Source: an optimization exercise on an open RTL-to-GDS flow (aim: small area, a short achievable clock period and few clock cycles per item). Production flows keep margins and buffers that such runs may drop.
In this exercise RTL edits were held to simulation tests only and were not proved equivalent to the original.

==> design.v <==
module pfe_gamma (
    input  wire        clk,
    input  wire        rst,
    input  wire        in_valid,
    output wire        in_ready,
    input  wire        in_sel,
    input  wire [31:0] in_pix,
    output reg         out_valid,
    input  wire        out_ready,
    output reg  [31:0] out_pix
);
    localparam [9:0] PIPE = 10'b1001010100;
    reg        sk_valid;
    reg [31:0] sk_pix;
    reg        rdy;                  
    wire       adv = !sk_valid;
    assign in_ready = rdy;
    reg        s0_valid;
    reg        s0_sel;
    reg [31:0] s0_pix;
    always @(posedge clk) begin
        if (rst)
            s0_valid <= 1'b0;
        else if (adv)
            s0_valid <= in_valid;
    end
    always @(posedge clk)
        if (adv) begin
            s0_sel <= in_sel;
            s0_pix <= in_pix;
        end
    wire [9:0]  ctl [0:10];
    wire [24:0] chs [0:10][0:2];
    assign ctl[0] = {s0_valid, s0_sel, s0_pix[31:24]};
    genvar i, k, j;
    generate
        for (i = 0; i < 3; i = i + 1) begin : g_pre
            wire [7:0] a   = s0_pix[31:24];
            wire [7:0] c   = s0_pix[8*i +: 8];
            wire [7:0] lo  = 8'd0 - c;                  
            wire [7:0] hi  = (c == 8'd0) ? 8'd0 : ~lo;  
            wire       sat = (hi >= a);                 
            assign chs[0][i] = {sat, lo, 8'd0, hi};
        end
        for (k = 0; k <= 9; k = k + 1) begin : g_b
            wire [9:0]  c_in = ctl[k];
            wire [9:0]  c_q;
            wire [24:0] d_q [0:2];
            if (PIPE[k]) begin : g_reg
                reg        v;
                reg [8:0]  cr;
                reg [24:0] dr [0:2];
                always @(posedge clk) begin
                    if (rst)
                        v <= 1'b0;
                    else if (adv)
                        v <= c_in[9];
                end
                always @(posedge clk)
                    if (adv) begin
                        cr    <= c_in[8:0];
                        dr[0] <= chs[k][0];
                        dr[1] <= chs[k][1];
                        dr[2] <= chs[k][2];
                    end
                assign c_q = {v, cr};
                assign d_q[0] = dr[0];
                assign d_q[1] = dr[1];
                assign d_q[2] = dr[2];
            end else begin : g_wire
                assign c_q = c_in;
                assign d_q[0] = chs[k][0];
                assign d_q[1] = chs[k][1];
                assign d_q[2] = chs[k][2];
            end
            assign ctl[k+1] = c_q;
            wire [7:0] a  = c_q[7:0];
            wire [7:0] na = ~a;
            for (i = 0; i < 3; i = i + 1) begin : g_ch
                wire       sat = d_q[i][24];
                wire [7:0] lo  = d_q[i][23:16];
                wire [7:0] q   = d_q[i][15:8];
                wire [7:0] r   = d_q[i][7:0];
                if (k < 8) begin : g_row
                    wire [8:0] x = {r, lo[7-k]};
                    wire [8:0] cy;
                    wire [7:0] d;
                    assign cy[0] = 1'b1;
                    for (j = 0; j < 8; j = j + 1) begin : g_bit
                        assign d[j]    = x[j] ^ na[j] ^ cy[j];
                        assign cy[j+1] = (x[j] & na[j]) | (x[j] & cy[j]) | (na[j] & cy[j]);
                    end
                    wire qb = x[8] | cy[8];
                    wire [7:0] qn = q | (qb << (7 - k));
                    assign chs[k+1][i] = {sat, lo, qn, qb ? d : x[7:0]};
                end else if (k == 8) begin : g_lut
                    wire [6:0] m  = q[7:1] | {7{sat}};
                    wire       u0 = q[0] | sat;
                    wire [7:0] tb;
                    wire [3:0] td;
                    pfe_gamma_tab u_tab (.sel(c_q[8]), .m(m), .b(tb), .d(td));
                    wire [7:0] t = u0 ? tb + {4'd0, td} : tb;
                    assign chs[k+1][i] = {17'd0, t};
                end else begin : g_mul
                    assign chs[k+1][i] = d_q[i];
                end
            end
        end
    endgenerate
    wire [7:0] pa = ctl[10][7:0];
    wire [7:0] res [0:2];
    generate
        for (i = 0; i < 3; i = i + 1) begin : g_pm
            wire [7:0] t = chs[10][i][7:0];
            wire [7:0] s  [0:7];
            wire [7:0] cv [0:7];
            for (j = 0; j < 8; j = j + 1) begin : g_r0
                assign s[0][j]  = t[j] & ~pa[0];
                assign cv[0][j] = t[j] & pa[0];
            end
            for (k = 1; k < 8; k = k + 1) begin : g_rows
                for (j = 0; j < 8; j = j + 1) begin : g_cols
                    wire pp = t[j] & pa[k];
                    wire x  = (j == 7) ? 1'b0 : s[k-1][j+1];
                    wire y  = cv[k-1][j];
                    assign s[k][j]  = pp ^ x ^ y;
                    assign cv[k][j] = (pp & x) | (pp & y) | (x & y);
                end
            end
            wire [8:0] fc;
            assign fc[0] = 1'b0;
            for (j = 0; j < 8; j = j + 1) begin : g_fin
                wire x = (j == 7) ? 1'b0 : s[7][j+1];
                wire y = cv[7][j];
                assign res[i][j] = x ^ y ^ fc[j];
                assign fc[j+1] = (x & y) | (x & fc[j]) | (y & fc[j]);
            end
        end
    endgenerate
    wire        p_valid = ctl[10][9];
    wire [31:0] p_pix   = {pa, res[2], res[1], res[0]};
    wire deliver = adv && p_valid;
    always @(posedge clk)
        if (adv)
            sk_pix <= p_pix;
    always @(posedge clk) begin
        if (rst) begin
            out_valid <= 1'b0;
            sk_valid  <= 1'b0;
            rdy       <= 1'b1;
        end else begin
            if (!out_valid || out_ready)
                out_valid <= sk_valid || deliver;
            sk_valid <= out_valid && !out_ready && (sk_valid || deliver);
            rdy      <= !(out_valid && !out_ready && (sk_valid || deliver));
        end
    end
    always @(posedge clk)
        if (!out_valid || out_ready)
            out_pix <= sk_valid ? sk_pix : p_pix;
endmodule
module pfe_gamma_tab (
    input  wire       sel,
    input  wire [6:0] m,
    output reg  [7:0] b,
    output reg  [3:0] d
);
    always @* begin
        case ({sel, m})
            8'd0: begin b = 8'd0; d = 4'd0; end
            8'd1: begin b = 8'd0; d = 4'd0; end
            8'd2: begin b = 8'd0; d = 4'd0; end
            8'd3: begin b = 8'd0; d = 4'd1; end
            8'd4: begin b = 8'd1; d = 4'd0; end
            8'd5: begin b = 8'd1; d = 4'd0; end
            8'd6: begin b = 8'd1; d = 4'd0; end
            8'd7: begin b = 8'd1; d = 4'd0; end
            8'd8: begin b = 8'd1; d = 4'd0; end
            8'd9: begin b = 8'd2; d = 4'd0; end
            8'd10: begin b = 8'd2; d = 4'd0; end
            8'd11: begin b = 8'd2; d = 4'd0; end
            8'd12: begin b = 8'd2; d = 4'd0; end
            8'd13: begin b = 8'd3; d = 4'd0; end
            8'd14: begin b = 8'd3; d = 4'd0; end
            8'd15: begin b = 8'd3; d = 4'd0; end
            8'd16: begin b = 8'd4; d = 4'd0; end
            8'd17: begin b = 8'd4; d = 4'd0; end
            8'd18: begin b = 8'd4; d = 4'd1; end
            8'd19: begin b = 8'd5; d = 4'd0; end
            8'd20: begin b = 8'd5; d = 4'd1; end
            8'd21: begin b = 8'd6; d = 4'd0; end
            8'd22: begin b = 8'd6; d = 4'd1; end
            8'd23: begin b = 8'd7; d = 4'd0; end
            8'd24: begin b = 8'd8; d = 4'd0; end
            8'd25: begin b = 8'd8; d = 4'd0; end
            8'd26: begin b = 8'd9; d = 4'd0; end
            8'd27: begin b = 8'd9; d = 4'd1; end
            8'd28: begin b = 8'd10; d = 4'd0; end
            8'd29: begin b = 8'd11; d = 4'd0; end
            8'd30: begin b = 8'd12; d = 4'd0; end
            8'd31: begin b = 8'd12; d = 4'd1; end
            8'd32: begin b = 8'd13; d = 4'd0; end
            8'd33: begin b = 8'd14; d = 4'd0; end
            8'd34: begin b = 8'd15; d = 4'd0; end
            8'd35: begin b = 8'd16; d = 4'd0; end
            8'd36: begin b = 8'd17; d = 4'd0; end
            8'd37: begin b = 8'd17; d = 4'd1; end
            8'd38: begin b = 8'd18; d = 4'd1; end
            8'd39: begin b = 8'd19; d = 4'd1; end
            8'd40: begin b = 8'd20; d = 4'd1; end
            8'd41: begin b = 8'd22; d = 4'd0; end
            8'd42: begin b = 8'd23; d = 4'd0; end
            8'd43: begin b = 8'd24; d = 4'd0; end
            8'd44: begin b = 8'd25; d = 4'd0; end
            8'd45: begin b = 8'd26; d = 4'd1; end
            8'd46: begin b = 8'd27; d = 4'd1; end
            8'd47: begin b = 8'd29; d = 4'd0; end
            8'd48: begin b = 8'd30; d = 4'd0; end
            8'd49: begin b = 8'd31; d = 4'd1; end
            8'd50: begin b = 8'd32; d = 4'd1; end
            8'd51: begin b = 8'd34; d = 4'd1; end
            8'd52: begin b = 8'd35; d = 4'd1; end
            8'd53: begin b = 8'd37; d = 4'd0; end
            8'd54: begin b = 8'd38; d = 4'd1; end
            8'd55: begin b = 8'd40; d = 4'd1; end
            8'd56: begin b = 8'd41; d = 4'd1; end
            8'd57: begin b = 8'd43; d = 4'd1; end
            8'd58: begin b = 8'd45; d = 4'd0; end
            8'd59: begin b = 8'd46; d = 4'd1; end
            8'd60: begin b = 8'd48; d = 4'd1; end
            8'd61: begin b = 8'd50; d = 4'd1; end
            8'd62: begin b = 8'd51; d = 4'd1; end
            8'd63: begin b = 8'd53; d = 4'd1; end
            8'd64: begin b = 8'd55; d = 4'd1; end
            8'd65: begin b = 8'd57; d = 4'd1; end
            8'd66: begin b = 8'd59; d = 4'd1; end
            8'd67: begin b = 8'd61; d = 4'd1; end
            8'd68: begin b = 8'd63; d = 4'd1; end
            8'd69: begin b = 8'd65; d = 4'd1; end
            8'd70: begin b = 8'd67; d = 4'd1; end
            8'd71: begin b = 8'd69; d = 4'd1; end
            8'd72: begin b = 8'd71; d = 4'd1; end
            8'd73: begin b = 8'd73; d = 4'd1; end
            8'd74: begin b = 8'd76; d = 4'd1; end
            8'd75: begin b = 8'd78; d = 4'd1; end
            8'd76: begin b = 8'd80; d = 4'd1; end
            8'd77: begin b = 8'd82; d = 4'd2; end
            8'd78: begin b = 8'd85; d = 4'd1; end
            8'd79: begin b = 8'd87; d = 4'd1; end
            8'd80: begin b = 8'd90; d = 4'd1; end
            8'd81: begin b = 8'd92; d = 4'd1; end
            8'd82: begin b = 8'd95; d = 4'd1; end
            8'd83: begin b = 8'd97; d = 4'd2; end
            8'd84: begin b = 8'd100; d = 4'd1; end
            8'd85: begin b = 8'd103; d = 4'd1; end
            8'd86: begin b = 8'd105; d = 4'd2; end
            8'd87: begin b = 8'd108; d = 4'd1; end
            8'd88: begin b = 8'd111; d = 4'd1; end
            8'd89: begin b = 8'd114; d = 4'd1; end
            8'd90: begin b = 8'd116; d = 4'd2; end
            8'd91: begin b = 8'd119; d = 4'd2; end
            8'd92: begin b = 8'd122; d = 4'd2; end
            8'd93: begin b = 8'd125; d = 4'd2; end
            8'd94: begin b = 8'd128; d = 4'd2; end
            8'd95: begin b = 8'd131; d = 4'd2; end
            8'd96: begin b = 8'd134; d = 4'd2; end
            8'd97: begin b = 8'd138; d = 4'd1; end
            8'd98: begin b = 8'd141; d = 4'd1; end
            8'd99: begin b = 8'd144; d = 4'd2; end
            8'd100: begin b = 8'd147; d = 4'd2; end
            8'd101: begin b = 8'd151; d = 4'd1; end
            8'd102: begin b = 8'd154; d = 4'd2; end
            8'd103: begin b = 8'd157; d = 4'd2; end
            8'd104: begin b = 8'd161; d = 4'd2; end
            8'd105: begin b = 8'd164; d = 4'd2; end
            8'd106: begin b = 8'd168; d = 4'd2; end
            8'd107: begin b = 8'd171; d = 4'd2; end
            8'd108: begin b = 8'd175; d = 4'd2; end
            8'd109: begin b = 8'd179; d = 4'd2; end
            8'd110: begin b = 8'd183; d = 4'd1; end
            8'd111: begin b = 8'd186; d = 4'd2; end
            8'd112: begin b = 8'd190; d = 4'd2; end
            8'd113: begin b = 8'd194; d = 4'd2; end
            8'd114: begin b = 8'd198; d = 4'd2; end
            8'd115: begin b = 8'd202; d = 4'd2; end
            8'd116: begin b = 8'd206; d = 4'd2; end
            8'd117: begin b = 8'd210; d = 4'd2; end
            8'd118: begin b = 8'd214; d = 4'd2; end
            8'd119: begin b = 8'd218; d = 4'd2; end
            8'd120: begin b = 8'd222; d = 4'd2; end
            8'd121: begin b = 8'd226; d = 4'd3; end
            8'd122: begin b = 8'd231; d = 4'd2; end
            8'd123: begin b = 8'd235; d = 4'd2; end
            8'd124: begin b = 8'd239; d = 4'd3; end
            8'd125: begin b = 8'd244; d = 4'd2; end
            8'd126: begin b = 8'd248; d = 4'd2; end
            8'd127: begin b = 8'd253; d = 4'd2; end
            8'd128: begin b = 8'd0; d = 4'd13; end
            8'd129: begin b = 8'd22; d = 4'd6; end
            8'd130: begin b = 8'd34; d = 4'd4; end
            8'd131: begin b = 8'd42; d = 4'd4; end
            8'd132: begin b = 8'd50; d = 4'd3; end
            8'd133: begin b = 8'd56; d = 4'd3; end
            8'd134: begin b = 8'd61; d = 4'd3; end
            8'd135: begin b = 8'd66; d = 4'd3; end
            8'd136: begin b = 8'd71; d = 4'd2; end
            8'd137: begin b = 8'd75; d = 4'd2; end
            8'd138: begin b = 8'd79; d = 4'd2; end
            8'd139: begin b = 8'd83; d = 4'd2; end
            8'd140: begin b = 8'd86; d = 4'd2; end
            8'd141: begin b = 8'd90; d = 4'd2; end
            8'd142: begin b = 8'd93; d = 4'd2; end
            8'd143: begin b = 8'd96; d = 4'd2; end
            8'd144: begin b = 8'd99; d = 4'd2; end
            8'd145: begin b = 8'd102; d = 4'd2; end
            8'd146: begin b = 8'd105; d = 4'd1; end
            8'd147: begin b = 8'd108; d = 4'd1; end
            8'd148: begin b = 8'd110; d = 4'd2; end
            8'd149: begin b = 8'd113; d = 4'd1; end
            8'd150: begin b = 8'd115; d = 4'd2; end
            8'd151: begin b = 8'd118; d = 4'd1; end
            8'd152: begin b = 8'd120; d = 4'd1; end
            8'd153: begin b = 8'd122; d = 4'd2; end
            8'd154: begin b = 8'd125; d = 4'd1; end
            8'd155: begin b = 8'd127; d = 4'd1; end
            8'd156: begin b = 8'd129; d = 4'd1; end
            8'd157: begin b = 8'd131; d = 4'd1; end
            8'd158: begin b = 8'd133; d = 4'd1; end
            8'd159: begin b = 8'd135; d = 4'd1; end
            8'd160: begin b = 8'd137; d = 4'd1; end
            8'd161: begin b = 8'd139; d = 4'd1; end
            8'd162: begin b = 8'd141; d = 4'd1; end
            8'd163: begin b = 8'd143; d = 4'd1; end
            8'd164: begin b = 8'd145; d = 4'd1; end
            8'd165: begin b = 8'd147; d = 4'd1; end
            8'd166: begin b = 8'd148; d = 4'd1; end
            8'd167: begin b = 8'd150; d = 4'd1; end
            8'd168: begin b = 8'd152; d = 4'd1; end
            8'd169: begin b = 8'd154; d = 4'd1; end
            8'd170: begin b = 8'd155; d = 4'd1; end
            8'd171: begin b = 8'd157; d = 4'd1; end
            8'd172: begin b = 8'd159; d = 4'd0; end
            8'd173: begin b = 8'd160; d = 4'd1; end
            8'd174: begin b = 8'd162; d = 4'd1; end
            8'd175: begin b = 8'd163; d = 4'd1; end
            8'd176: begin b = 8'd165; d = 4'd1; end
            8'd177: begin b = 8'd167; d = 4'd0; end
            8'd178: begin b = 8'd168; d = 4'd1; end
            8'd179: begin b = 8'd170; d = 4'd0; end
            8'd180: begin b = 8'd171; d = 4'd1; end
            8'd181: begin b = 8'd173; d = 4'd0; end
            8'd182: begin b = 8'd174; d = 4'd1; end
            8'd183: begin b = 8'd175; d = 4'd1; end
            8'd184: begin b = 8'd177; d = 4'd1; end
            8'd185: begin b = 8'd178; d = 4'd1; end
            8'd186: begin b = 8'd180; d = 4'd0; end
            8'd187: begin b = 8'd181; d = 4'd1; end
            8'd188: begin b = 8'd182; d = 4'd1; end
            8'd189: begin b = 8'd184; d = 4'd1; end
            8'd190: begin b = 8'd185; d = 4'd1; end
            8'd191: begin b = 8'd187; d = 4'd0; end
            8'd192: begin b = 8'd188; d = 4'd1; end
            8'd193: begin b = 8'd189; d = 4'd1; end
            8'd194: begin b = 8'd190; d = 4'd1; end
            8'd195: begin b = 8'd192; d = 4'd0; end
            8'd196: begin b = 8'd193; d = 4'd1; end
            8'd197: begin b = 8'd194; d = 4'd1; end
            8'd198: begin b = 8'd196; d = 4'd0; end
            8'd199: begin b = 8'd197; d = 4'd0; end
            8'd200: begin b = 8'd198; d = 4'd1; end
            8'd201: begin b = 8'd199; d = 4'd1; end
            8'd202: begin b = 8'd200; d = 4'd1; end
            8'd203: begin b = 8'd202; d = 4'd0; end
            8'd204: begin b = 8'd203; d = 4'd0; end
            8'd205: begin b = 8'd204; d = 4'd1; end
            8'd206: begin b = 8'd205; d = 4'd1; end
            8'd207: begin b = 8'd206; d = 4'd1; end
            8'd208: begin b = 8'd208; d = 4'd0; end
            8'd209: begin b = 8'd209; d = 4'd0; end
            8'd210: begin b = 8'd210; d = 4'd0; end
            8'd211: begin b = 8'd211; d = 4'd1; end
            8'd212: begin b = 8'd212; d = 4'd1; end
            8'd213: begin b = 8'd213; d = 4'd1; end
            8'd214: begin b = 8'd214; d = 4'd1; end
            8'd215: begin b = 8'd215; d = 4'd1; end
            8'd216: begin b = 8'd216; d = 4'd1; end
            8'd217: begin b = 8'd218; d = 4'd0; end
            8'd218: begin b = 8'd219; d = 4'd0; end
            8'd219: begin b = 8'd220; d = 4'd0; end
            8'd220: begin b = 8'd221; d = 4'd0; end
            8'd221: begin b = 8'd222; d = 4'd0; end
            8'd222: begin b = 8'd223; d = 4'd0; end
            8'd223: begin b = 8'd224; d = 4'd0; end
            8'd224: begin b = 8'd225; d = 4'd1; end
            8'd225: begin b = 8'd226; d = 4'd1; end
            8'd226: begin b = 8'd227; d = 4'd1; end
            8'd227: begin b = 8'd228; d = 4'd1; end
            8'd228: begin b = 8'd229; d = 4'd1; end
            8'd229: begin b = 8'd230; d = 4'd1; end
            8'd230: begin b = 8'd231; d = 4'd1; end
            8'd231: begin b = 8'd232; d = 4'd1; end
            8'd232: begin b = 8'd233; d = 4'd1; end
            8'd233: begin b = 8'd234; d = 4'd1; end
            8'd234: begin b = 8'd235; d = 4'd1; end
            8'd235: begin b = 8'd236; d = 4'd1; end
            8'd236: begin b = 8'd237; d = 4'd1; end
            8'd237: begin b = 8'd238; d = 4'd0; end
            8'd238: begin b = 8'd239; d = 4'd0; end
            8'd239: begin b = 8'd240; d = 4'd0; end
            8'd240: begin b = 8'd241; d = 4'd0; end
            8'd241: begin b = 8'd242; d = 4'd0; end
            8'd242: begin b = 8'd243; d = 4'd0; end
            8'd243: begin b = 8'd244; d = 4'd0; end
            8'd244: begin b = 8'd245; d = 4'd0; end
            8'd245: begin b = 8'd246; d = 4'd0; end
            8'd246: begin b = 8'd246; d = 4'd1; end
            8'd247: begin b = 8'd247; d = 4'd1; end
            8'd248: begin b = 8'd248; d = 4'd1; end
            8'd249: begin b = 8'd249; d = 4'd1; end
            8'd250: begin b = 8'd250; d = 4'd1; end
            8'd251: begin b = 8'd251; d = 4'd0; end
            8'd252: begin b = 8'd252; d = 4'd0; end
            8'd253: begin b = 8'd253; d = 4'd0; end
            8'd254: begin b = 8'd254; d = 4'd0; end
            8'd255: begin b = 8'd255; d = 4'd0; end
            default: begin b = 8'd0; d = 4'd0; end
        endcase
    end
endmodule
==> run.sh <==
#!/bin/bash
# synth_recipe.tcl (not shown) runs the flow's synth.tcl, then flattens the netlist and writes it again
# the make line also repeats each setting of config.mk as NAME=value (left out here)
make -C /OpenROAD-flow-scripts/flow DESIGN_CONFIG=/design/flow/config.mk WORK_HOME=/design/flow/orfs CLKGATE_MAP_FILE= SYNTH_SCRIPT=/design/flow/synth_recipe.tcl finish
==> config.mk <==
export PLATFORM = sky130hd
export DESIGN_NAME = pfe_gamma
export DESIGN_NICKNAME = pfe_gamma
export VERILOG_FILES = /design/flow/design.v
export SDC_FILE = /design/flow/constraint.sdc
export NUM_CORES = 4
export LEC_CHECK = 0
export ABC_AREA = 1
export CAP_MARGIN = 20
export CORE_MARGIN = 2
export CORE_UTILIZATION = 40
export SLEW_MARGIN = 20
==> constraint.sdc <==
create_clock -name core_clock -period 45.0 [get_ports {clk}]
set_input_delay 9.0000 -clock core_clock [delete_from_list [all_inputs] [get_ports {clk}]]
set_output_delay 9.0000 -clock core_clock [all_outputs]
set_load 0.01 [all_outputs]
==> results_dict.tcl, run 1 <==
set metrics [dict create \
    worstMarginPinSlew_ns 1.13 \
    post_cts_buffers 0 \
    rsz0062_at_grt "no" \
    path_clk_slew_ns 0.06 \
    tritoncts "yes" \
    grt.total_usage 0.204 \
    drcViolationCount 0 \
    cts_buffers 42 \
    hold_path.class "reg -> reg" \
    maxCapViolations 0 \
    crit_slowest_cell "clkdlybuf4s50_1" \
    synth_fp_nets 3963 \
    status "no timing/DRC/antenna violations" \
    instances_no_fill 4497 \
    yosys.area_share.simple 0.218 \
    setup-tns-final_ns 0 \
    critPathKind "reg -> out" \
    fmax_mhz 95.9 \
    fp.dieArea_mm2 0.0752 \
    synth.avg_cell_area_um2 8.34 \
    cts_hold_buf 0 \
    clkLatencyLatePin_ns 0.59 \
    antenna_left 0 \
    period_minus_slack_ns 10.43 \
    crit_family "buffers and inverters" \
    cp_max_fo 1 \
    final_util 0.441 \
    worstSetupStartpointType "flop" \
    area_growth_pct 9.73 \
    grt_overflow 0 \
    yosys.area.top_type_share 0.285 \
    async_reset_ff_frac 0 \
    nets 3965 \
    yosys.area_share.xor_xnor 0.0104 \
    cts_buffer_depth 3 \
    wl_per_cell_um 16.6 \
    netlist_area_mm2 0.0292 \
    dp_cells 4420 \
    period_share 0.232 \
    yosysSeqAreaShare 0.312 \
    ys_types 68 \
    core-area_mm2 0.0726 \
    design_area_mm2 0.0320 \
    slowest_delay_ns 0.53 \
    crit_chain "clkdlybuf4s50_1" \
    cp-end-kind "primary output" \
    start_util 0.402 \
    cts_resized 0 \
    synth-main-ff-cell "edfxtp_1" \
    gp_congestion 0.962 \
    synthAdderAreaFrac 0.255 \
    grt_pass1_wl_um 123000 \
    yosys.area.top_type "edfxtp_1" \
    cts_num_sinks 317 \
    root_buffer "clkbuf_16" \
    r2r_slack_ns 36.29 \
    hold_slack_ns 0.414 \
    grt_max_degree 168 \
    rows 99 \
    drive_gt1_frac 0.0560 \
    n_antenna_cell 0 \
    fin_worst_skew_ns 0.0224 \
    place_area_mm2 0.0306 \
    dp_slack_ns 34.66 \
    hold_viol 0 \
    viasPerCell 5.13 \
    syn_inst 3503 \
    slew_viol_final 0 \
    crit_buf_inv 1 \
    drt_iter0_markers 1702 \
    synth_area_leaders "edfxtp_1, fa_1, nand2_1" \
    io_buffers 70 \
    synth_edf_count 277 \
    synth_top_family_by_area "adder cells" \
    multi_input_area_mm2 0.0173 \
    worstPathArrival_ns 1.43 \
    finalWirelength_um 74800 \
    nFillCells 7280 \
    synth_compound_area_frac 0.102 \
    die_h_um 274 \
    dp_hpwl_um 56200 \
    slew_headroom 0.242 \
    grt_pass1_vias 22781 \
    setup_ws_ns 34.57 \
    die_w_um 274 \
    mostFrequentLayoutCells "nand2_1, inv_1, fa_1" \
    io_pins 71 \
    final_common_cell "nand2_1" \
    yosys_warnings 6 \
    setup_violations 0 \
    antenna_found_initial 0 \
    via_count 23078 \
    cts_max_level 2 \
    seq_area_mm2 0.00912 \
    ys_ff_latch 317 \
    dr.pass1.iters 5 \
    synth.area.mux_share 0.00754 \
    cp_data_required_time_ns 36.00 \
]
-- registers in the layout (all words and copies together) (netlist names) --
register,cells
g_b.g_reg.dr,177
out_valid,1
g_b.g_reg.v,4
sk_valid,1
s0_pix,32
s0_valid,1
rdy,1
g_b.g_reg.cr,35
out_pix,32
sk_pix,32
s0_sel,1
-- logic make-up after synthesis --
kind of cell,Yosys count
AOI/OAI and AO/OA,509
xor gates and xnor gates,33
adders and majority gates,423
buffers and inverters,685
DFF,317
muxes,22
and+or+nand+nor,1514
-- cell type report --
| class | count | area share |
|---|---|---|
| multi-input combinational | 2501 | 0.541 |
| sequential | 317 | 0.285 |
| inverter | 546 | 0.0644 |
| tap | 959 | 0.0374 |
| clock buffer | 48 | 0.0348 |
| timing repair buffer | 97 | 0.0286 |
| clock inverter | 29 | 0.00941 |
-- worst register-to-register path: cells and delay by family, from the launching register on --
| kind | cells | cell delay [ns] |
|---|---|---|
| and+or+nand+nor | 8 | 1.25 |
| AOI/OAI and AO/OA | 4 | 0.59 |
| DFF | 1 | 0.46 |
| adders and majority gates | 14 | 5.25 |
| buffers and inverters | 7 | 0.90 |
-- cells in the mapped netlist (14+ instances only) --
| library cell | n |
|---|---|
| nand4_1 | 23 |
| mux2i_1 | 22 |
| or2_2 | 14 |
| buf_4 | 21 |
| a21oi_1 | 125 |
| o21ai_1 | 19 |
| buf_2 | 37 |
| a31oi_1 | 50 |
| clkbuf_1 | 70 |
| fa_1 | 288 |
| nor3_1 | 16 |
| xor2_1 | 24 |
| dfxtp_1 | 40 |
| o21ai_0 | 191 |
| inv_2 | 15 |
| ha_1 | 135 |
| o211ai_1 | 37 |
| nor2_2 | 15 |
| nor2_1 | 193 |
| inv_1 | 525 |
| nand2_1 | 985 |
| edfxtp_1 | 277 |
| nand2_2 | 21 |
| nand3_1 | 221 |
-- path summary, 6_finish.rpt --
kind	endpoint	cells past startpoint	startpoint
hold / removal	g_b[4].g_reg.dr[2][19]$_DFFE_PN_	0	g_b[2].g_reg.dr[2][19]$_DFFE_PN_
hold reg to reg	g_b[4].g_reg.dr[2][19]$_DFFE_PN_	0	g_b[2].g_reg.dr[2][19]$_DFFE_PN_
setup / recovery	out_pix[14]	1	out_pix[14]$_DFFE_PP_
setup reg to reg	g_b[2].g_reg.dr[1][1]$_DFFE_PN_	33	s0_pix[8]$_DFFE_PN_
-- metal layers --
layer,part of all wire,up-vias,track usage
met5,0,-,0
met4,0.036,0,0.0751
met3,0.059,181,0.0241
met2,0.48,801,0.349
met1,0.42,10794,0.264
li1,-,11302,-
Testbench counts, summed over its fixed seeds: cycles 16,432, items 16,384.
==> inputs of run 2 (changes only) <==
--- a/config.mk
+++ b/config.mk
@@ -5,7 +5,6 @@
 export SDC_FILE = /design/flow/constraint.sdc
 export NUM_CORES = 4
 export LEC_CHECK = 0
-export ABC_AREA = 1
 export CAP_MARGIN = 20
 export CORE_MARGIN = 2
 export CORE_UTILIZATION = 40
==> run 2 against run 1 <==
Net effect: still clean on timing, DRC and antenna; clock skew is 0.00079 ns lower; utilization hardly changed; global-route usage is 2.0 points higher; sequential share of layout area is 0.19 points lower; flip-flop and latch count stayed put; critical path type unchanged.
==> results_dict.tcl, run 2 <==
set metrics [dict create \
    rsz0062_at_grt "no" \
    yosys.area_share.simple 0.146 \
    largest_reg_flops 177 \
    cts_hold_buf 0 \
    yosysSeqAreaShare 0.309 \
    slew_viol_final 0 \
    cp_max_fo 1 \
    hold_path_depth 0 \
    yosys.area_share.xor_xnor 0.0157 \
    multi_input_area_mm2 0.0189 \
    worstHoldStart "g_b[2].g_reg.dr[0][17]$_DFFE_PN_" \
    antenna_found_initial 0 \
    worstSetupStartpointType "flop" \
    fin_worst_skew_ns 0.0216 \
    ys_types 96 \
    top_regs "g_b.g_reg.dr x177, g_b.g_reg.cr x35" \
    instances_no_fill 3868 \
    synth_common_cells "fa_1, edfxtp_1, nand2_1, inv_1, o21ai_0" \
    grt_pass1_vias 23400 \
    grt_use_met2 0.369 \
    reg2reg_from "s0_pix[19]$_DFFE_PN_" \
    worstMarginPinSlew_ns 1.07 \
    setup_violations 0 \
    nFillCells 6941 \
    viasPerCell 5.86 \
    drive_gt1_frac 0.0921 \
    worstPathArrival_ns 1.42 \
    synth.area.mux_share 0.0606 \
    yosys.area.top_type "edfxtp_1" \
    regMostFlops "g_b.g_reg.dr" \
    syn_inst 2913 \
    crit_family "buffers and inverters" \
    min_to "g_b[4].g_reg.dr[0][17]$_DFFE_PN_" \
    hold_viol 0 \
    r2r-end "g_b[2].g_reg.dr[2][2]$_DFFE_PN_" \
    io_pins 71 \
    yosysMostFrequentCell "fa_1" \
    crit_buf_inv 1 \
    dp_cells 3798 \
    rows 99 \
    io_buffers 70 \
    yosys.area.top_type_share 0.282 \
    slew_headroom 0.274 \
    design_area_mm2 0.0323 \
    clkLatencyLatePin_ns 0.58 \
    yosys_warnings 6 \
    synth_fp_nets 3373 \
    async_reset_ff_frac 0 \
    cp_data_required_time_ns 36.00 \
    grt-busiest-layer "met2" \
    cp-end-kind "primary output" \
    dp_hpwl_um 61200 \
    mostFrequentLayoutCells "fa_1, edfxtp_1, nand2_1" \
    final_util 0.441 \
    seq_area_mm2 0.00912 \
    final_common_cell "fa_1" \
    cts_buffer_depth 3 \
    die_w_um 276 \
    root_buffer "clkbuf_16" \
    synth_area_leaders "edfxtp_1, fa_1, ha_1" \
    hold_path.class "reg -> reg" \
    critPathKind "reg -> out" \
    tritoncts "yes" \
    drt_iter0_markers 1942 \
    synth_top_family_by_area "adder cells" \
    grt_util_met3 0.0354 \
    cts_num_sinks 317 \
    grt_util_met1 0.299 \
    setup-tns-final_ns 0 \
    grt_max_degree 104 \
    maxCapViolations 0 \
    die_h_um 276 \
    period_share 0.232 \
    netlist_area_mm2 0.0295 \
    fp.dieArea_mm2 0.0760 \
    area_growth_pct 9.26 \
    gp_congestion 0.958 \
    period_minus_slack_ns 10.42 \
    finalWirelength_um 84300 \
    synth.avg_cell_area_um2 10.1 \
    nets 3339 \
    n_antenna_cell 0 \
    grt_overflow 0 \
    ys_ff_latch 317 \
    synth-main-ff-cell "edfxtp_1" \
    grt_pass1_wl_um 134000 \
    dr.pass1.iters 19 \
    status "no timing/DRC/antenna violations" \
    post_cts_buffers 0 \
    slowest_delay_ns 0.53 \
    path_clk_slew_ns 0.06 \
    fmax_mhz 96.0 \
    wl_per_cell_um 21.8 \
    start_util 0.404 \
    grt.total_usage 0.224 \
    cts_max_level 2 \
    r2r_slack_ns 35.75 \
    antenna_left 0 \
    synth_compound_area_frac 0.164 \
    cts_buffers 38 \
    place_area_mm2 0.0310 \
    via_count 22676 \
    core-area_mm2 0.0731 \
    cts_resized 0 \
    drcViolationCount 0 \
    synth_edf_count 277 \
    crit_chain "clkdlybuf4s50_1" \
    rr_worst_depth 27 \
    crit_slowest_cell "clkdlybuf4s50_1" \
    synthAdderAreaFrac 0.254 \
]
==> run 2: cell families (layout without fill, tap and decap cells) <==
group                      after synthesis  in the layout
AOI/OAI and AO/OA                      729            729
xor gates and xnor gates                53             53
adders and majority gates              427            427
buffers and inverters                  376            372
DFF                                    317            317
muxes                                  163            163
and+or+nand+nor                        848            848
==> run 2: final cells by class <==
type | count | share of cell area
Timing Repair Buffer | 111 | 0.0313
Clock buffer | 42 | 0.0303
Sequential cell | 317 | 0.283
Multi-Input combinational cell | 2220 | 0.586
Clock inverter | 28 | 0.00997
Tap cell | 959 | 0.0372
Inverter | 191 | 0.0225
==> run 2: routing by layer <==
| metal | part of all wire | up-vias |
|---|---|---|
| li1 | - | 10331 |
| met1 | 0.43 | 11230 |
| met2 | 0.47 | 931 |
| met3 | 0.070 | 184 |
| met4 | 0.033 | 0 |
| met5 | 0 | - |
==> run 2: stage by stage <==
stage               setup slack, ns  hold WS, ns
finish                        34.58        0.412
global route                  34.52        0.417
CTS                           34.54        0.411
detailed placement            34.73        0.405
global placement              34.71        0.403
floorplan                     34.76        0.400
==> run 2: worst max-delay path by stage <==
stage	from	endpoint	slack, ns	cells after the start
6_report	out_pix[12]$_DFFE_PP_	out_pix[12]	34.58	1
5_1_grt	out_pix[3]$_DFFE_PP_	out_pix[3]	34.52	1
4_1_cts	out_valid$_SDFFE_PP0P_	out_valid	34.54	1
3_5_place_dp	out_ready	rdy$_SDFF_PP1_	34.73	5
3_3_place_gp	out_ready	rdy$_SDFF_PP1_	34.71	5
2_1_floorplan	out_ready	out_pix[0]$_DFFE_PP_	34.76	1
==> inputs of run 3 (changes only) <==
--- a/config.mk
+++ b/config.mk
@@ -8,4 +8,5 @@
 export CAP_MARGIN = 20
 export CORE_MARGIN = 2
 export CORE_UTILIZATION = 40
+export CTS_BUF_LIST = sky130_fd_sc_hd__clkbuf_4 sky130_fd_sc_hd__clkbuf_8
 export SLEW_MARGIN = 20
==> run 3 against run 2 <==
Net effect: flip-flop and latch count did not move; first-iteration DRC count grew 1.1%; still clean on timing, DRC and antenna; clock-buffer cell count increased by 27.
==> results_dict.tcl, run 3 <==
set metrics [dict create \
    status "no timing/DRC/antenna violations" \
    regMostFlops "g_b.g_reg.dr" \
    ys_ff_latch 317 \
    dp_hpwl_um 61200 \
    grt_max_degree 104 \
    netlist_area_mm2 0.0295 \
    synth.avg_cell_area_um2 10.1 \
    rows 99 \
    drcViolationCount 0 \
    fp.dieArea_mm2 0.0760 \
    die_w_um 276 \
    synth_edf_count 277 \
    rsz0062_at_grt "no" \
    largest_reg_flops 177 \
    tritoncts "yes" \
    io_buffers 70 \
    synth-main-ff-cell "edfxtp_1" \
    async_reset_ff_frac 0 \
    grt.total_usage 0.224 \
    period_minus_slack_ns 10.52 \
    fmax_mhz 95.1 \
    cts_hold_buf 0 \
    cts_num_sinks 317 \
    slowest_delay_ns 0.54 \
    dp_slack_ns 34.73 \
    period_share 0.234 \
    nFillCells 6988 \
    antenna_found_initial 0 \
    dr.pass1.iters 18 \
    finalWirelength_um 84400 \
    nets 3357 \
    ys_types 96 \
    cts_resized 0 \
    yosysMostFrequentCell "fa_1" \
    cp_data_required_time_ns 36.00 \
    worstMarginPinSlew_ns 1.07 \
    viasPerCell 5.84 \
    critPathKind "reg -> out" \
    worstPathArrival_ns 1.52 \
    synth_area_leaders "edfxtp_1, fa_1, ha_1" \
    yosysSeqAreaShare 0.309 \
    design_area_mm2 0.0321 \
    start_util 0.404 \
    drive_gt1_frac 0.100 \
    cts_max_level 2 \
    gp_congestion 0.958 \
    synth_fp_nets 3373 \
    clkLatencyLatePin_ns 0.66 \
    cp_max_fo 2 \
    hold_path.class "reg -> reg" \
    grt_pass1_wl_um 134000 \
    via_count 22780 \
    crit_family "buffers and inverters" \
    core-area_mm2 0.0731 \
    hold_viol 0 \
    worstSetupStartpointType "flop" \
    yosys.area.top_type_share 0.282 \
    grt_pass1_vias 23624 \
    cp-end-kind "primary output" \
    setup-tns-final_ns 0 \
    syn_inst 2913 \
    slew_headroom 0.277 \
    path_clk_slew_ns 0.06 \
    antenna_left 0 \
    root_buffer "clkbuf_8" \
    grt_overflow 0 \
    drt_iter0_markers 1963 \
    maxCapViolations 0 \
    mostFrequentLayoutCells "fa_1, edfxtp_1, nand2_1" \
    die_h_um 276 \
    place_area_mm2 0.0310 \
    crit_slowest_cell "clkdlybuf4s50_1" \
    crit_chain "clkdlybuf4s50_1" \
    cts_buffers 56 \
    wl_per_cell_um 21.6 \
    top_regs "g_b.g_reg.dr x177, g_b.g_reg.cr x35" \
    yosys_warnings 6 \
    slew_viol_final 0 \
    io_pins 71 \
    synth_common_cells "fa_1, edfxtp_1, nand2_1, inv_1, o21ai_0" \
    setup_violations 0 \
    fin_worst_skew_ns 0.0180 \
    yosys.area.top_type "edfxtp_1" \
    post_cts_buffers 0 \
    area_growth_pct 8.76 \
    cts_buffer_depth 3 \
    n_antenna_cell 0 \
    setup_ws_ns 34.48 \
    final_common_cell "fa_1" \
    crit_buf_inv 1 \
]
-- run 3: worst paths after layout --
path                                         start                          endpoint  slack, ns  depth (start not counted)
hold reg to reg   g_b[2].g_reg.dr[2][17]$_DFFE_PN_  g_b[4].g_reg.dr[2][17]$_DFFE_PN_       0.42                          0
hold / removal    g_b[2].g_reg.dr[2][17]$_DFFE_PN_  g_b[4].g_reg.dr[2][17]$_DFFE_PN_       0.42                          0
setup reg to reg              s0_pix[19]$_DFFE_PN_   g_b[2].g_reg.dr[2][2]$_DFFE_PN_      35.74                         27
setup / recovery            out_valid$_SDFFE_PP0P_                         out_valid      34.48                          1
-- run 3: through the flow --
| step | hold WS (ns) | std cells | util |
|---|---|---|---|
| floorplan | 0.400 | 2913 | - |
| CTS | 0.417 | 3900 | 0.439 |
| detailed placement | 0.405 | 3798 | 0.424 |
| finish | 0.419 | 3900 | 0.439 |
| global route | 0.422 | 3900 | 0.439 |
| global placement | 0.403 | 3798 | 0.424 |
-- run 3: area by class of cell --
| type | count | area (um^2) | area share |
|---|---|---|---|
| repair buffers | 111 | 1010 | 0.0314 |
| inverters | 191 | 724 | 0.0226 |
| clock buffers | 69 | 887 | 0.0276 |
| multi-input cells | 2220 | 18900 | 0.589 |
| well taps | 959 | 1200 | 0.0374 |
| clock inverters | 33 | 263 | 0.00818 |
| flip-flops and latches | 317 | 9120 | 0.284 |
-- run 3: per-layer routing --
layer,up-vias,share of wire,GRT usage
met5,-,0,0
met4,0,0.033,0.0804
met3,194,0.074,0.0371
met2,991,0.47,0.369
met1,11213,0.43,0.297
li1,10382,-,-
-- run 3: logic make-up after synthesis --
group	share of synthesized area
AOI/OAI and AO/OA	0.164
xor gates and xnor gates	0.0157
adders and majority gates	0.254
buffers and inverters	0.0510
DFF	0.309
muxes	0.0606
and+or+nand+nor	0.146
==> inputs of run 4 (changes only) <==
==> flow/run.sh (new file) <==
#!/bin/bash
# The standard layout (standard.sh), with the input and output port
# buffers made from sky130_fd_sc_hd__buf_2 instead of the resizer's default
# pick. Everything else, including synthesis, is the standard flow.
set -euo pipefail
export BUFFER_PORTS_ARGS="-buffer_cell sky130_fd_sc_hd__buf_2"
bash standard.sh > standard.log 2>&1
==> standard.sh (new file) <==
#!/bin/bash
# synth_recipe.tcl (not shown) runs the flow's synth.tcl, then flattens the netlist and writes it again
# the make line also repeats each setting of config.mk as NAME=value (left out here)
make -C /OpenROAD-flow-scripts/flow DESIGN_CONFIG=/design/flow/config.mk WORK_HOME=/design/flow/orfs CLKGATE_MAP_FILE= SYNTH_SCRIPT=/design/flow/synth_recipe.tcl "${@:-finish}"
--- a/config.mk
+++ b/config.mk
@@ -5,8 +5,8 @@
 export SDC_FILE = /design/flow/constraint.sdc
 export NUM_CORES = 4
 export LEC_CHECK = 0
+export ABC_AREA = 1
 export CAP_MARGIN = 20
 export CORE_MARGIN = 2
 export CORE_UTILIZATION = 40
-export CTS_BUF_LIST = sky130_fd_sc_hd__clkbuf_4 sky130_fd_sc_hd__clkbuf_8
 export SLEW_MARGIN = 20
removed: run.sh
==> run 4 against run 3 <==
Net effect: still clean on timing, DRC and antenna; setup slack better by 0.43 ns; area after synthesis is 1.1% lower; non-clock buffer count is 12 lower; maximum frequency is 4.3% higher; clock skew is 0.020 ns higher; critical endpoint is now out_pix[25]; utilization is 0.37 points lower; die area is 1.1% lower; first-iteration DRC count is 21% lower; global-route usage is 2.1 points lower.
==> results_dict.tcl, run 4 <==
set metrics [dict create \
    status "no timing/DRC/antenna violations" \
    gp_congestion 0.964 \
    cp-end-kind "primary output" \
    viasPerCell 5.12 \
    yosysMostFrequentCell "nand2_1" \
    drive_gt1_frac 0.0755 \
    yosys_warnings 6 \
    cp_data_required_time_ns 36.00 \
    cts_buffers 40 \
    n_antenna_cell 0 \
    start_util 0.402 \
    core-area_mm2 0.0726 \
    fin_worst_skew_ns 0.0379 \
    crit_family "flip-flops" \
    synth_common_cells "nand2_1, inv_1, fa_1, edfxtp_1, nand3_1" \
    antenna_found_initial 0 \
    grt_pass1_vias 22870 \
    async_reset_ff_frac 0 \
    yosys.area.top_type_share 0.285 \
    cts_resized 0 \
    worstMarginPinSlew_ns 1.14 \
    fmax_mhz 99.2 \
    dp_hpwl_um 56500 \
    synth_fp_nets 3963 \
    cp_max_fo 1 \
    critPathKind "reg -> out" \
    nets 3965 \
    largest_reg_flops 177 \
    ys_ff_latch 317 \
    cts_hold_buf 0 \
    period_minus_slack_ns 10.08 \
    rows 99 \
    crit_buf_inv 1 \
    yosys.area.top_type "edfxtp_1" \
    root_buffer "clkbuf_16" \
    yosysSeqAreaShare 0.312 \
    io_pins 71 \
    io_buffers 70 \
    netlist_area_mm2 0.0292 \
    drt_iter0_markers 1546 \
    final_util 0.436 \
    period_share 0.224 \
    synth.avg_cell_area_um2 8.34 \
    top_regs "g_b.g_reg.dr x177, g_b.g_reg.cr x35" \
    regMostFlops "g_b.g_reg.dr" \
    area_growth_pct 8.32 \
    place_area_mm2 0.0303 \
    wl_per_cell_um 16.5 \
    fp.dieArea_mm2 0.0752 \
    tritoncts "yes" \
    via_count 23013 \
    path_clk_slew_ns 0.06 \
    worstSetupStartpointType "flop" \
    die_w_um 274 \
    nFillCells 7207 \
    finalWirelength_um 74300 \
    grt_overflow 0 \
    ys_types 68 \
    antenna_left 0 \
    hold_viol 0 \
    rsz0062_at_grt "no" \
    grt.total_usage 0.202 \
    crit_slowest_cell "edfxtp_1" \
    hold_path.class "reg -> reg" \
    cts_buffer_depth 3 \
    crit_chain "buf_2" \
    mostFrequentLayoutCells "nand2_1, inv_1, fa_1" \
    slowest_delay_ns 0.36 \
    grt_pass1_wl_um 122000 \
    setup_violations 0 \
    cts_max_level 2 \
    dr.pass1.iters 6 \
    slew_headroom 0.236 \
    worstPathArrival_ns 1.08 \
    drcViolationCount 0 \
    cts_num_sinks 317 \
    syn_inst 3503 \
    synth-main-ff-cell "edfxtp_1" \
    synth_area_leaders "edfxtp_1, fa_1, nand2_1" \
    post_cts_buffers 0 \
    maxCapViolations 0 \
    setup-tns-final_ns 0 \
    clkLatencyLatePin_ns 0.58 \
    grt_max_degree 89 \
    synth_edf_count 277 \
    final_common_cell "nand2_1" \
    slew_viol_final 0 \
    design_area_mm2 0.0316 \
    die_h_um 274 \
    hold_slack_ns 0.415 \
]
run 4: cell count changes after synthesis, sizes merged, moves of 38 or more:
cell,previous run,this run
clkbuf,113,70
nor2,167,220
nand2,241,1006
a21oi,165,127
nand2b,52,0
nand3,30,223
mux2,102,0
nor2b,50,0
inv,188,542
and2,166,1
run 4: final timing paths:
kind                                    startpoint                          endpoint  slack [ns]  cells past startpoint
hold / removal    g_b[4].g_reg.dr[2][24]$_DFFE_PN_  g_b[6].g_reg.dr[2][24]$_DFFE_PN_        0.42                      0
setup reg to reg               s0_pix[8]$_DFFE_PN_   g_b[2].g_reg.dr[1][1]$_DFFE_PN_       36.42                     34
setup / recovery             out_pix[25]$_DFFE_PP_                       out_pix[25]       34.92                      1
hold reg to reg   g_b[4].g_reg.dr[2][24]$_DFFE_PN_  g_b[6].g_reg.dr[2][24]$_DFFE_PN_        0.42                      0
run 4: layout make-up:
cell class                      instances  area (um^2)  share of cell area
Multi-Input combinational cell       2501        17300               0.548
Sequential cell                       317         9120               0.288
Tap cell                              959         1200              0.0379
Clock inverter                         27          285             0.00902
Inverter                              546         2060              0.0652
Timing Repair Buffer                   99          568              0.0180
Clock buffer                           46         1070              0.0337
run 4: routing by layer:
metal,up-vias,GRT usage,routed length [um]
met5,-,0,0
met4,0,0.0767,2870
met3,193,0.0255,4460
met2,802,0.348,35500
met1,10690,0.260,31500
li1,11328,-,-
run 4: logic make-up (layout without fill, tap and decap cells):
kind of cell	after synthesis	count (layout)	synth area share
fa+ha+maj	423	423	0.255
mux	22	22	0.00754
flops	317	317	0.312
simple gates	1514	1514	0.218
xor+xnor	33	33	0.0104
buf+inv	685	718	0.0943
compound gates	509	509	0.102
run 4: per-stage QoR:
stage          std cells  setup slack (ns)
5_1_grt             4495             34.87
3_5_place_dp        4422             35.06
6_report            4495             34.92
2_1_floorplan       3503             34.92
3_3_place_gp        4422             35.08
4_1_cts             4495             34.88
run 4: worst register-to-register path, delay by kind of cell, from the launching register on:
family | cells | cell delay [ns]
compound gates | 4 | 0.35
fa+ha+maj | 14 | 5.20
buf+inv | 8 | 1.10
flops | 1 | 0.46
simple gates | 8 | 1.20
==> inputs of run 5 (changes only) <==
--- a/config.mk
+++ b/config.mk
@@ -9,4 +9,5 @@
 export CAP_MARGIN = 20
 export CORE_MARGIN = 2
 export CORE_UTILIZATION = 40
+export CTS_CLUSTER_SIZE = 22
 export SLEW_MARGIN = 20
==> run 5 against run 4 <==
Net effect: still clean; register-to-register slack hardly changed; sequential share of layout area stayed put; area after synthesis unchanged; wire length unchanged; utilization is the same; maximum frequency unchanged; flip-flop and latch count did not move; critical path type unchanged; critical endpoint unchanged; largest cell class unchanged.
==> results_dict.tcl, run 5 <==
set metrics [dict create \
    die_h_um 274 \
    clkLatencyLatePin_ns 0.58 \
    dp_slack_ns 35.06 \
    fp.dieArea_mm2 0.0752 \
    cts_resized 0 \
    antenna_found_initial 0 \
    io_pins 71 \
    setup_violations 0 \
    hold_slack_ns 0.415 \
    cp-end-kind "primary output" \
    path_clk_slew_ns 0.06 \
    via_count 23013 \
    yosys.area.top_type_share 0.285 \
    worstPathArrival_ns 1.08 \
    regMostFlops "g_b.g_reg.dr" \
    rows 99 \
    place_area_mm2 0.0303 \
    yosysSeqAreaShare 0.312 \
    period_share 0.224 \
    dp_hpwl_um 56500 \
    top_regs "g_b.g_reg.dr x177, g_b.g_reg.cr x35" \
    slowest_delay_ns 0.36 \
    worstHoldStart "g_b[4].g_reg.dr[2][24]$_DFFE_PN_" \
    drcViolationCount 0 \
    hold_viol 0 \
    fmax_mhz 99.2 \
    largest_reg_flops 177 \
    cp_max_fo 1 \
    cp_data_required_time_ns 36.00 \
    critPathKind "reg -> out" \
    setup-tns-final_ns 0 \
    start_util 0.402 \
    grt_pass1_wl_um 122000 \
    die_w_um 274 \
    tritoncts "yes" \
    fin_worst_skew_ns 0.0379 \
    cts_max_level 2 \
    netlist_area_mm2 0.0292 \
    synth_edf_count 277 \
    cts_buffers 40 \
    io_buffers 70 \
    reg2reg_from "s0_pix[8]$_DFFE_PN_" \
    syn_inst 3503 \
    mostFrequentLayoutCells "nand2_1, inv_1, fa_1" \
    core-area_mm2 0.0726 \
    wl_per_cell_um 16.5 \
    root_buffer "clkbuf_16" \
    grt_overflow 0 \
    nets 3965 \
    antenna_left 0 \
    finalWirelength_um 74300 \
    status "no timing/DRC/antenna violations" \
    maxCapViolations 0 \
    yosys.area.top_type "edfxtp_1" \
    grt_max_degree 89 \
    grt_pass1_vias 22870 \
    cts_num_sinks 317 \
    synth_area_leaders "edfxtp_1, fa_1, nand2_1" \
    cts_hold_buf 0 \
    worstSetupStartpointType "flop" \
    gp_congestion 0.964 \
    crit_chain "buf_2" \
    period_minus_slack_ns 10.08 \
    startpoint "out_pix[25]$_DFFE_PP_" \
    setup_ws_ns 34.92 \
    synth.avg_cell_area_um2 8.34 \
    post_cts_buffers 0 \
    area_growth_pct 8.32 \
    synth_fp_nets 3963 \
    hold_path.class "reg -> reg" \
    crit_slowest_cell "edfxtp_1" \
    dr.pass1.iters 6 \
    synth_common_cells "nand2_1, inv_1, fa_1, edfxtp_1, nand3_1" \
    worstMarginPinSlew_ns 1.14 \
    n_antenna_cell 0 \
    drt_iter0_markers 1546 \
    crit_buf_inv 1 \
    yosysMostFrequentCell "nand2_1" \
    rsz0062_at_grt "no" \
    slew_viol_final 0 \
    final_common_cell "nand2_1" \
    ys_types 68 \
    cts_buffer_depth 3 \
    async_reset_ff_frac 0 \
    design_area_mm2 0.0316 \
    slew_headroom 0.236 \
    grt.total_usage 0.202 \
    synth-main-ff-cell "edfxtp_1" \
    ys_ff_latch 317 \
    crit_family "flip-flops" \
    yosys_warnings 6 \
    drive_gt1_frac 0.0755 \
    viasPerCell 5.12 \
]
run 5: cells by family (layout without fill, tap and decap cells):
kind of cell	count (synthesis)	in the layout	share of synthesized area
simple gates	1514	1514	0.218
buf+inv	685	718	0.0943
compound gates	509	509	0.102
fa+ha+maj	423	423	0.255
flops	317	317	0.312
xor+xnor	33	33	0.0104
mux	22	22	0.00754
run 5: layout make-up:
| cell class | count | area (um^2) |
|---|---|---|
| tap | 959 | 1200 |
| clock buffer | 46 | 1070 |
| sequential | 317 | 9120 |
| timing repair buffer | 99 | 568 |
| fill | 7207 | 41000 |
| multi-input combinational | 2501 | 17300 |
| clock inverter | 27 | 285 |
| inverter | 546 | 2060 |
run 5: metrics by stage:
stage,utilization,cells
floorplan,-,3503
global placement,0.417,4422
detailed placement,0.417,4422
CTS,0.436,4495
global route,0.436,4495
finish,0.436,4495
run 5: final timing paths:
path / end / slack, ns / cells past startpoint
worst min register to register: g_b[6].g_reg.dr[2][24]$_DFFE_PN_ / 0.42 / 0
worst min-delay path: g_b[6].g_reg.dr[2][24]$_DFFE_PN_ / 0.42 / 0
worst max-delay path: out_pix[25] / 34.92 / 1
worst max register to register: g_b[2].g_reg.dr[1][1]$_DFFE_PN_ / 36.42 / 34
run 5: layer usage:
layer,part of all wire,vias to the layer above,track usage
li1,-,11328,-
met1,0.42,10690,0.260
met2,0.48,802,0.348
met3,0.060,193,0.0255
met4,0.039,0,0.0767
met5,0,-,0
==> inputs of run 6 (changes only) <==
--- a/config.mk
+++ b/config.mk
@@ -9,5 +9,5 @@
 export CAP_MARGIN = 20
 export CORE_MARGIN = 2
 export CORE_UTILIZATION = 40
-export CTS_CLUSTER_SIZE = 22
+export CTS_CLUSTER_SIZE = 30
 export SLEW_MARGIN = 20
==> run 6 against run 5 <==
Net effect: register-to-register slack about the same; wire length unchanged; synthesized cell count unchanged; still clean on timing, DRC and antenna; largest cell class unchanged; maximum frequency unchanged; final area unchanged; clock skew unchanged; critical path type unchanged; setup slack unchanged.
==> results_dict.tcl, run 6 <==
set metrics [dict create \
    area_growth_pct 8.32 \
    start_util 0.402 \
    hold_slack_ns 0.415 \
    fp.dieArea_mm2 0.0752 \
    synth-main-ff-cell "edfxtp_1" \
    io_buffers 70 \
    mostFrequentLayoutCells "nand2_1, inv_1, fa_1" \
    ys_ff_latch 317 \
    cts_num_sinks 317 \
    rsz0062_at_grt "no" \
    io_pins 71 \
    worstPathArrival_ns 1.08 \
    setup-tns-final_ns 0 \
    root_buffer "clkbuf_16" \
    grt_max_degree 89 \
    cp_data_required_time_ns 36.00 \
    grt_pass1_vias 22870 \
    regMostFlops "g_b.g_reg.dr" \
    yosys.area.top_type "edfxtp_1" \
    syn_inst 3503 \
    clkLatencyLatePin_ns 0.58 \
    post_cts_buffers 0 \
    antenna_found_initial 0 \
    cts_hold_buf 0 \
    drt_iter0_markers 1546 \
    synth_edf_count 277 \
    synth_fp_nets 3963 \
    crit_slowest_cell "edfxtp_1" \
    fmax_mhz 99.2 \
    cts_max_level 2 \
    drive_gt1_frac 0.0755 \
    yosys.area.top_type_share 0.285 \
    async_reset_ff_frac 0 \
    gp_congestion 0.964 \
    grt_pass1_wl_um 122000 \
    core-area_mm2 0.0726 \
    via_count 23013 \
    dr.pass1.iters 6 \
    top_regs "g_b.g_reg.dr x177, g_b.g_reg.cr x35" \
    viasPerCell 5.12 \
    period_minus_slack_ns 10.08 \
    yosys_warnings 6 \
    yosysMostFrequentCell "nand2_1" \
    cts_resized 0 \
    tritoncts "yes" \
    final_common_cell "nand2_1" \
    hold_path.class "reg -> reg" \
    final_util 0.436 \
    slew_headroom 0.236 \
    wl_per_cell_um 16.5 \
    hold_viol 0 \
    ys_types 68 \
    drcViolationCount 0 \
    largest_reg_flops 177 \
    die_h_um 274 \
    grt_overflow 0 \
    critPathKind "reg -> out" \
    status "no timing/DRC/antenna violations" \
    synth_common_cells "nand2_1, inv_1, fa_1, edfxtp_1, nand3_1" \
    die_w_um 274 \
    dp_hpwl_um 56500 \
    cts_buffers 40 \
    slowest_delay_ns 0.36 \
    yosysSeqAreaShare 0.312 \
    synth_area_leaders "edfxtp_1, fa_1, nand2_1" \
    rows 99 \
    period_share 0.224 \
    crit_chain "buf_2" \
    finalWirelength_um 74300 \
    cp_max_fo 1 \
    cp-end-kind "primary output" \
    dp_cells 4422 \
    setup_violations 0 \
    synth.avg_cell_area_um2 8.34 \
    n_antenna_cell 0 \
    crit_family "flip-flops" \
    antenna_left 0 \
    worstMarginPinSlew_ns 1.14 \
    netlist_area_mm2 0.0292 \
    grt.total_usage 0.202 \
    instances_no_fill 4495 \
    nets 3965 \
    worstSetupStartpointType "flop" \
    path_clk_slew_ns 0.06 \
    cts_buffer_depth 3 \
    slew_viol_final 0 \
    fin_worst_skew_ns 0.0379 \
    crit_buf_inv 1 \
    maxCapViolations 0 \
]
## run 6: cell counts in the layout (fill, tap and decap cells not counted)
No cell type changed its count.
## run 6: metrics by stage
step | setup WS, ns | instance area, um^2
floorplan | 34.92 | 29200
global placement | 35.08 | 30300
detailed placement | 35.06 | 30300
CTS | 34.88 | 31600
global route | 34.87 | 31600
finish | 34.92 | 31600
## run 6: path summary, 6_finish.rpt
check,from,to,slack [ns],cells after the start
min,g_b[4].g_reg.dr[2][24]$_DFFE_PN_,g_b[6].g_reg.dr[2][24]$_DFFE_PN_,0.42,0
max reg2reg,s0_pix[8]$_DFFE_PN_,g_b[2].g_reg.dr[1][1]$_DFFE_PN_,36.42,34
min reg2reg,g_b[4].g_reg.dr[2][24]$_DFFE_PN_,g_b[6].g_reg.dr[2][24]$_DFFE_PN_,0.42,0
max,out_pix[25]$_DFFE_PP_,out_pix[25],34.92,1
## run 6: metal layers
| layer | vias up | track usage | wire length, um |
|---|---|---|---|
| met5 | - | 0 | 0 |
| met4 | 0 | 0.0767 | 2870 |
| met3 | 193 | 0.0255 | 4460 |
| met2 | 802 | 0.348 | 35500 |
| met1 | 10690 | 0.260 | 31500 |
| li1 | 11328 | - | - |
## run 6: cell families after synthesis
family / synth area share
buf+inv: 0.0943
flops: 0.312
xor+xnor: 0.0104
mux: 0.00754
compound gates: 0.102
simple gates: 0.218
fa+ha+maj: 0.255
## run 6: cell type report
type	instances	area [um^2]
tap	959	1200
clock buffer	46	1070
clock inverter	27	285
timing repair buffer	99	568
fill	7207	41000
multi-input combinational	2501	17300
inverter	546	2060
sequential	317	9120
==> inputs of run 7 (changes only) <==
--- a/config.mk
+++ b/config.mk
@@ -9,5 +9,6 @@
 export CAP_MARGIN = 20
 export CORE_MARGIN = 2
 export CORE_UTILIZATION = 40
+export CTS_CLUSTER_DIAMETER = 100
 export CTS_CLUSTER_SIZE = 30
 export SLEW_MARGIN = 20
==> run 7 against run 6 <==
Net effect: still clean on timing, DRC and antenna; maximum frequency hardly changed; critical path depth unchanged; die area unchanged; final cell count down 0.73%; clock skew grew 0.0025 ns; critical endpoint is now out_pix[18]; highest routed layer unchanged.
==> results_dict.tcl, run 7 <==
set metrics [dict create \
    reg2reg_from "s0_pix[8]$_DFFE_PN_" \
    n_antenna_cell 0 \
    rr_worst_depth 34 \
    cts_hold_buf 0 \
    min_to "g_b[4].g_reg.dr[0][14]$_DFFE_PN_" \
    finalWirelength_um 73900 \
    yosys_warnings 6 \
    setup_violations 0 \
    die_h_um 274 \
    design_area_mm2 0.0311 \
    maxCapViolations 0 \
    synth-main-ff-cell "edfxtp_1" \
    hold_path.class "reg -> reg" \
    syn_inst 3503 \
    core-area_mm2 0.0726 \
    cp_max_fo 1 \
    cp-end-kind "primary output" \
    grt_overflow 0 \
    ys_ff_latch 317 \
    yosysMostFrequentCell "nand2_1" \
    viasPerCell 5.12 \
    antenna_found_initial 0 \
    rsz0062_at_grt "no" \
    hold_viol 0 \
    synth_edf_count 277 \
    post_cts_buffers 0 \
    io_buffers 70 \
    mostFrequentLayoutCells "nand2_1, inv_1, fa_1" \
    fin_worst_skew_ns 0.0404 \
    setup-tns-final_ns 0 \
    synth_area_leaders "edfxtp_1, fa_1, nand2_1" \
    gp_congestion 0.964 \
    fp.dieArea_mm2 0.0752 \
    slew_headroom 0.230 \
    root_buffer "clkbuf_16" \
    slowest_delay_ns 0.36 \
    crit_slowest_cell "edfxtp_1" \
    top_regs "g_b.g_reg.dr x177, g_b.g_reg.cr x35" \
    cp_data_required_time_ns 36.00 \
    worstMarginPinSlew_ns 1.15 \
    regMostFlops "g_b.g_reg.dr" \
    yosys.area.top_type_share 0.285 \
    drcViolationCount 0 \
    synth_fp_nets 3963 \
    yosysSeqAreaShare 0.312 \
    slew_viol_final 0 \
    tritoncts "yes" \
    worstSetupStartpointType "flop" \
    status "no timing/DRC/antenna violations" \
    cts_max_level 1 \
    cts_num_sinks 317 \
    cts_buffer_depth 3 \
    cts_resized 0 \
    netlist_area_mm2 0.0292 \
    crit_family "flip-flops" \
    dr.pass1.iters 6 \
    fmax_mhz 99.2 \
    ys_types 68 \
    antenna_left 0 \
    final_common_cell "nand2_1" \
    drive_gt1_frac 0.0691 \
    r2r-end "g_b[2].g_reg.dr[1][1]$_DFFE_PN_" \
    path_clk_slew_ns 0.11 \
    area_growth_pct 6.59 \
    worstPathArrival_ns 1.08 \
    drt_iter0_markers 1577 \
    nets 3948 \
    largest_reg_flops 177 \
    crit_chain "buf_2" \
    die_w_um 274 \
    yosys.area.top_type "edfxtp_1" \
    async_reset_ff_frac 0 \
    crit_buf_inv 1 \
    period_share 0.224 \
    rows 99 \
    period_minus_slack_ns 10.08 \
    synth_common_cells "nand2_1, inv_1, fa_1, edfxtp_1, nand3_1" \
    critPathKind "reg -> out" \
    grt_max_degree 89 \
    dp_slack_ns 35.06 \
    wl_per_cell_um 16.6 \
    setup_ws_ns 34.92 \
    io_pins 71 \
    worstHoldStart "g_b[2].g_reg.dr[0][14]$_DFFE_PN_" \
    hold_path_depth 0 \
    grt_pass1_wl_um 121000 \
    r2r_slack_ns 36.42 \
    synth.avg_cell_area_um2 8.34 \
    dp_hpwl_um 56500 \
    start_util 0.402 \
    place_area_mm2 0.0303 \
    grt.total_usage 0.200 \
    cts_buffers 23 \
    via_count 22854 \
    clkLatencyLatePin_ns 0.60 \
    grt_pass1_vias 22641 \
]
==> run 7: cell counts after synthesis <==
No cell type changed its count.
==> run 7: routing by layer <==
layer,routed length [um],up-vias,global-route usage,part of all wire
met1,31500,10649,0.261,0.43
met2,35600,785,0.348,0.48
met4,2510,0,0.0644,0.034
met3,4310,159,0.0219,0.058
li1,-,11261,-,-
met5,0,-,0,0
==> run 7: layout make-up <==
cell class / instances / area (um^2)
inverter: 546 / 2060
clock buffer: 23 / 576
sequential: 317 / 9120
clock inverter: 17 / 270
fill: 7245 / 41500
timing repair buffer: 99 / 568
multi-input combinational: 2501 / 17300
tap: 959 / 1200
==> run 7: stage by stage <==
| stage | hold slack [ns] | instances | util |
|---|---|---|---|
| after global placement | 0.400 | 4422 | 0.417 |
| final | 0.424 | 4462 | 0.429 |
| after floorplan | 0.400 | 3503 | - |
| after detailed placement | 0.405 | 4422 | 0.417 |
| after global routing | 0.434 | 4462 | 0.429 |
| after CTS | 0.428 | 4462 | 0.429 |
==> run 7: how the worst max path moves through the flow <==
stage	endpoint	from	cells past startpoint
floorplan	out_pix[0]$_DFFE_PP_	out_ready	2
global placement	out_pix[22]$_DFFE_PP_	out_ready	4
detailed placement	out_pix[23]$_DFFE_PP_	out_ready	4
CTS	out_pix[18]	out_pix[18]$_DFFE_PP_	1
global route	out_pix[15]	out_pix[15]$_DFFE_PP_	1
finish	out_pix[18]	out_pix[18]$_DFFE_PP_	1
==> run 7: cells by family after synthesis <==
logic type,after synthesis,share of synthesized area
AOI/OAI and AO/OA,509,0.102
xor gates and xnor gates,33,0.0104
adders and majority gates,423,0.255
buffers and inverters,685,0.0943
DFF,317,0.312
muxes,22,0.00754
and+or+nand+nor,1514,0.218

-- re-timing with driven ports --
Ports are ideal in the flow. The routed layouts listed here were re-timed in OpenROAD.
Step 1 assumes that a clkbuf_16 drives the clock port and a buf_2 every other input.
Step 2 adds t to the input delays and takes it off the output delays; t is the mean of the earliest and latest rising clock arrival at the registers after step 1. Input paths then give back, and output paths get back, about the clock's delay inside the block.
Slacks: ideal ports / drivers / drivers and shift; pairs: ideal ports / drivers.
run	t (ns)	setup slack, ns	hold WS [ns]	worst data-port slew with drivers (ns)
run 1	0.637	34.574 / 34.515 / 34.648	0.414 / 0.414 / 0.414	0.03
run 2	0.629	34.579 / 34.518 / 34.713	0.412 / 0.412 / 0.412	0.03
run 3	0.706	34.485 / 34.430 / 34.722	0.419 / 0.419 / 0.419	0.03
run 4	0.617	34.919 / 34.860 / 35.052	0.415 / 0.415 / 0.415	0.03
run 5	0.617	34.919 / 34.860 / 35.052	0.415 / 0.415 / 0.415	0.03
run 6	0.617	34.919 / 34.860 / 35.052	0.415 / 0.415 / 0.415	0.03
run 7	0.638	34.921 / 34.859 / 35.051	0.424 / 0.424 / 0.424	0.03
After both steps setup and hold are still met in every run listed.
